From an optimization exercise on the open Yosys and OpenROAD flow, aimed at small area, a short achievable clock period and few clock cycles per item; shortcuts taken in it are not production practice.
Power and IR drop assume default switching activity.

==> flow/design.v (excerpt) <==
module tone_divisor_search (
    input  wire        clk,
    input  wire        rst,       
    input  wire        start,
    input  wire [31:0] hz,        
    output wire        ready,
    output reg         done,
    output wire [7:0]  div,       
    output wire [15:0] cmp,       
    output wire [33:0] err        
);
    localparam [25:0] N = 26'd42000000;
    localparam [1:0] P_DIV = 2'd0, P_RND = 2'd1, P_NEG = 2'd2, P_SHF = 2'd3;
    reg        busy;
    reg        uq;        
    reg [1:0]  ph;
    reg        bigq;      
    reg [4:0]  cnt;       
    reg        nb;        
    reg [31:0] hzr;
    reg [33:0] R;         
    reg [15:0] X;         
    reg [1:0]  K;         
    assign ready = ~busy;
    assign div   = {K == 2'd3, 1'b0, K == 2'd2, 1'b0, K == 2'd1, 1'b0, K == 2'd0, 1'b0};
    assign cmp   = X;
    assign err   = {R[33:1], 1'b0};
    wire acc = start & ~busy;
    wire t10 = |hz[31:10];
    wire t12 = |hz[31:12];
    wire t13 = |hz[31:13];
    wire t14 = |hz[31:14];
    wire t15 = |hz[31:15];
    wire t18 = |hz[31:18];
    wire tiny_in = ~t10 && (hz[9:4] == 6'd0) && (hz[3:0] <= 4'd10);
    wire s8  = t18;
    wire s11 = t15 & ~t18;
    wire s12 = t14 & ~t15;
    wire s13 = t13 & ~t14;
    wire s14 = t12 & ~t13;
  ...
For scale: ~810 cells after synthesis, roughly 96 flip-flops, ~95 I/O pins, about 7100 µm² of cells after synthesis.
==> flow/config.mk <==
export PLATFORM = sky130hd
export DESIGN_NAME = tone_divisor_search
export DESIGN_NICKNAME = tone_divisor_search
export VERILOG_FILES = /design/flow/design.v
export SDC_FILE = /design/flow/constraint.sdc
export NUM_CORES = 4
export LEC_CHECK = 0
export CAP_MARGIN = 20
export CORE_MARGIN = 2
export CORE_UTILIZATION = 40
export PLACE_DENSITY = 0.6
export SLEW_MARGIN = 20
==> flow/constraint.sdc <==
create_clock -name core_clock -period 10.0 [get_ports {clk}]
set_input_delay 2.0000 -clock core_clock [delete_from_list [all_inputs] [get_ports {clk}]]
set_output_delay 2.0000 -clock core_clock [all_outputs]
set_load 0.01 [all_outputs]
standard.sh (not shown) runs the stock make flow with config.mk's settings and CLKGATE_MAP_FILE= SYNTH_SCRIPT=/design/flow/synth_recipe.tcl, a recipe that flattens the netlist after the stock synthesis.
==> flow/flow/run.sh <==
#!/bin/bash
# Standard ORFS layout (the standard.sh), with a larger setup-slack
# target for timing repair and buf_2 cells as the port buffers.
set -euo pipefail
export SETUP_SLACK_MARGIN=6.5
export BUFFER_PORTS_ARGS="-buffer_cell sky130_fd_sc_hd__buf_2"
bash standard.sh > standard.log 2>&1
The first run passed the timing, DRC and antenna checks.
Rerun with:
--- a/flow/flow/run.sh
+++ b/flow/flow/run.sh
@@ -4,3 +4,3 @@
 set -euo pipefail
-export SETUP_SLACK_MARGIN=6.5
+export SETUP_SLACK_MARGIN=6.0
 export BUFFER_PORTS_ARGS="-buffer_cell sky130_fd_sc_hd__buf_2"
Outcome:
- The changed run completed with no timing, DRC or antenna violations
- sequential share of layout area went up by 2.4 points
- setup slack got worse by 250 ps
- sequential cell count does not change
- cell area went down by 7.8%
- sequential power stays flat
- clock power went down by about 7%
- wire length went down by 6.1%
- synthesized area does not change
- maximum frequency went down by about 6%
- cell count went down by about 2%
Rerun with:
Settings changed: CTS_BUF_LIST set to sky130_fd_sc_hd__clkbuf_4 sky130_fd_sc_hd__clkbuf_8.
The new run produced a clean layout.
Sequential cell count does not change.
Routed wire length barely changes.
Synthesized area is unchanged.
Maximum frequency rises by 1.8%.
Global-route usage is about the same.
Via count is about the same.
Die area does not change.
Clock skew increases by 9.6 ps.
Worst setup slack improves by 69 ps.
Rerun with:
Settings changed: CORE_UTILIZATION 40 to 60, CTS_BUF_LIST sky130_fd_sc_hd__clkbuf_4 sky130_fd_sc_hd__clkbuf_8 to unset, PLACE_DENSITY 0.6 to 0.75.
=> The new run finished with timing, DRC and antenna clean. Clock-buffer cell count is unchanged. Clock power is higher by well over a third. Utilization goes up by 23 points. Non-clock buffer count is higher by 4. Power climbs by a little under a tenth. Sequential share of layout area hardly moves. Setup slack loses 120 ps. Wire length decreases slightly. Cell count goes down by a little under a tenth.
No run of this note included a check of the RTL's function; only the layout flow was run.

========
## v26
The RTL this note starts from:
==> flow/design.v <==
module tone_divisor_search (
    input  wire        clk,
    input  wire        rst,       
    input  wire        start,
    input  wire [31:0] hz,        
    output wire        ready,
    output reg         done,
    output wire [7:0]  div,       
    output wire [15:0] cmp,       
    output wire [33:0] err        
);
    localparam [25:0] N = 26'd42000000;
    localparam P_DIV = 1'b0, P_FIN = 1'b1;
    reg        busy;
    reg        ph;
    reg [3:0]  cnt;       
    reg [31:0] hzr;       
    reg [32:0] R;         
    reg [15:0] X;         
    reg [1:0]  K;         
    reg        tiny;     
    assign ready = ~busy;
    assign div   = {K == 2'd3, 1'b0, K == 2'd2, 1'b0, K == 2'd1, 1'b0, K == 2'd0, 1'b0};
    assign cmp   = X;
    assign err   = {R, 1'b0};
    wire ge641 = (hz >= 32'd641);
    wire ge161 = (hz >= 32'd161);
    wire ge41  = (hz >= 32'd41);
    wire [1:0]  k_in  = ge641 ? 2'd0 : ge161 ? 2'd1 : ge41 ? 2'd2 : 2'd3;
    wire [31:0] hz_in = ge641 ? hz : ge161 ? {hz[29:0], 2'b0} :
                        ge41 ? {hz[27:0], 4'b0} : {hz[25:0], 6'b0};
    reg [4:0] j_in;
    integer p;
    always @(*) begin
        j_in = 5'd16;
        for (p = 11; p <= 26; p = p + 1)
            if (|(hz >> p)) j_in = 5'd26 - p[4:0];
    end
    wire [25:0] r_in = N >> j_in;
    wire        nbit = N[cnt];
    wire [26:0] A    = {R[25:0], (ph == P_DIV) & nbit};
    wire        x0   = (X == 16'd0);
    wire        xlt2 = (X[15:1] == 15'd0);
    wire [33:0] B    = (ph == P_DIV) ? {2'b0, hzr} :
                       x0 ? {hzr, 2'b0} : {1'b0, hzr, 1'b0};
    wire        cin  = (ph == P_DIV);
    wire [34:0] S    = {8'd0, A} + {1'b1, ~B} + {34'd0, cin};
    wire        ge   = ~S[34];
    wire        hi   = ({R[25:0], 1'b0} > {1'b0, hzr});    
    wire [3:0]  hs     = hzr[9:6];
    wire [3:0]  s_hi   = 4'd10 - hs;
    wire [9:0]  s_lo   = 10'd890 + {6'd0, hs};
    wire [32:0] r_small = {7'd0, s_hi, 6'd0, s_lo, 6'd0};
    always @(posedge clk) begin
        if (rst) begin
            busy <= 1'b0;
            done <= 1'b0;
        end else begin
            done <= 1'b0;
            if (!busy) begin
                if (start) begin
                    busy  <= 1'b1;
                    hzr   <= hz_in;
                    K     <= k_in;
                    tiny <= (hz <= 32'd10);
                    R     <= {7'd0, r_in};
                    X     <= 16'd0;
                    cnt   <= j_in[3:0] - 4'd1;
                    ph    <= (hz <= 32'd10) ? P_FIN : (j_in == 5'd0) ? P_FIN : P_DIV;
                end
            end else begin
                case (ph)
                    P_DIV: begin
                        R   <= ge ? {7'd0, S[25:0]} : {7'd0, A[25:0]};
                        X   <= {X[14:0], ge};
                        cnt <= cnt - 4'd1;
                        if (cnt == 4'd0) ph <= P_FIN;
                    end
                    default: begin
                        if (tiny) begin
                            R <= r_small;
                            X <= 16'hFFFF;
                        end else begin
                            if (hi || xlt2) R <= ~S[33:1];
                            X <= xlt2 ? 16'd2 : X + {15'd0, hi};
                        end
                        busy <= 1'b0;
                        done <= 1'b1;
                    end
                endcase
            end
        end
    end
endmodule
clock: 10.0 ns
lec_check: 0
abc_clock_period_in_ps: 3000
cap_margin: 20
core_margin: 2
core_utilization: 40
place_density: 0.6
setup_slack_margin: 5
slew_margin: 20
run.sh (not shown) runs the stock make flow with config.mk's settings and CLKGATE_MAP_FILE= SYNTH_SCRIPT=/design/flow/synth_recipe.tcl, a recipe that flattens the netlist after the stock synthesis.
Stock flow here: none of the scripts above is used.
Relative to v26, the following input files were edited for v22:
- removing ABC_CLOCK_PERIOD_IN_PS (formerly 3000)
- removing SETUP_SLACK_MARGIN (formerly 5)
Setup WNS v26 -> v22: worse. Going from v26 to v22, combinational fraction of design power shrinks by 0.4 points. Looking at number of inserted filler cells in the final layout, v22 sits 46 higher than v26 does. v22 vs v26: design area down. The slowest cell on the critical path comes out a211oi_1 in one run and clkdlybuf4s50_1 in the other, namely in v22 and v26 respectively. Per the comparison of v22 with v26, met3 wirelength from detailed routing -about 20%; total power went down.
No run of this note included a check of the RTL's function; only the layout flow was run.

==> separate check: timing with driven ports <==
The flow's constraints put no driver on any port. The routed layouts listed below were extracted and timed again, unchanged, in two steps. Step 1 assumes that a clkbuf_16 drives the clock port and a buf_2 every other input. Step 2 adds t to the input delays and takes it off the output delays; t is the mean of the earliest and latest rising clock arrival at the registers after step 1. Input paths then give back, and output paths get back, about the clock's delay inside the block. Three values: ideal ports, drivers, drivers and shift; two values: the first two.
run | t, ns | slack for setup (ns) | worst data-port slew with drivers (ns)
the first run of note 1 | 0.400 | 6.330 / 6.338 / 5.939 | 0.04
the second run of note 1 | 0.396 | 6.081 / 6.101 / 5.705 | 0.04
the third run of note 1 | 0.428 | 6.150 / 6.168 / 5.739 | 0.04
the fourth run of note 1 | 0.398 | 6.027 / 6.049 / 5.651 | 0.05
v26 | 0.395 | 5.154 / 5.148 / 4.753 | 0.06
v22 | 0.386 | 4.101 / 4.119 / 3.734 | 0.05
After both steps every run listed still meets setup and hold. For the third run of note 1, which loses most, drivers alone change the setup slack by +0.018 ns; drivers and shift together by -0.411 ns.
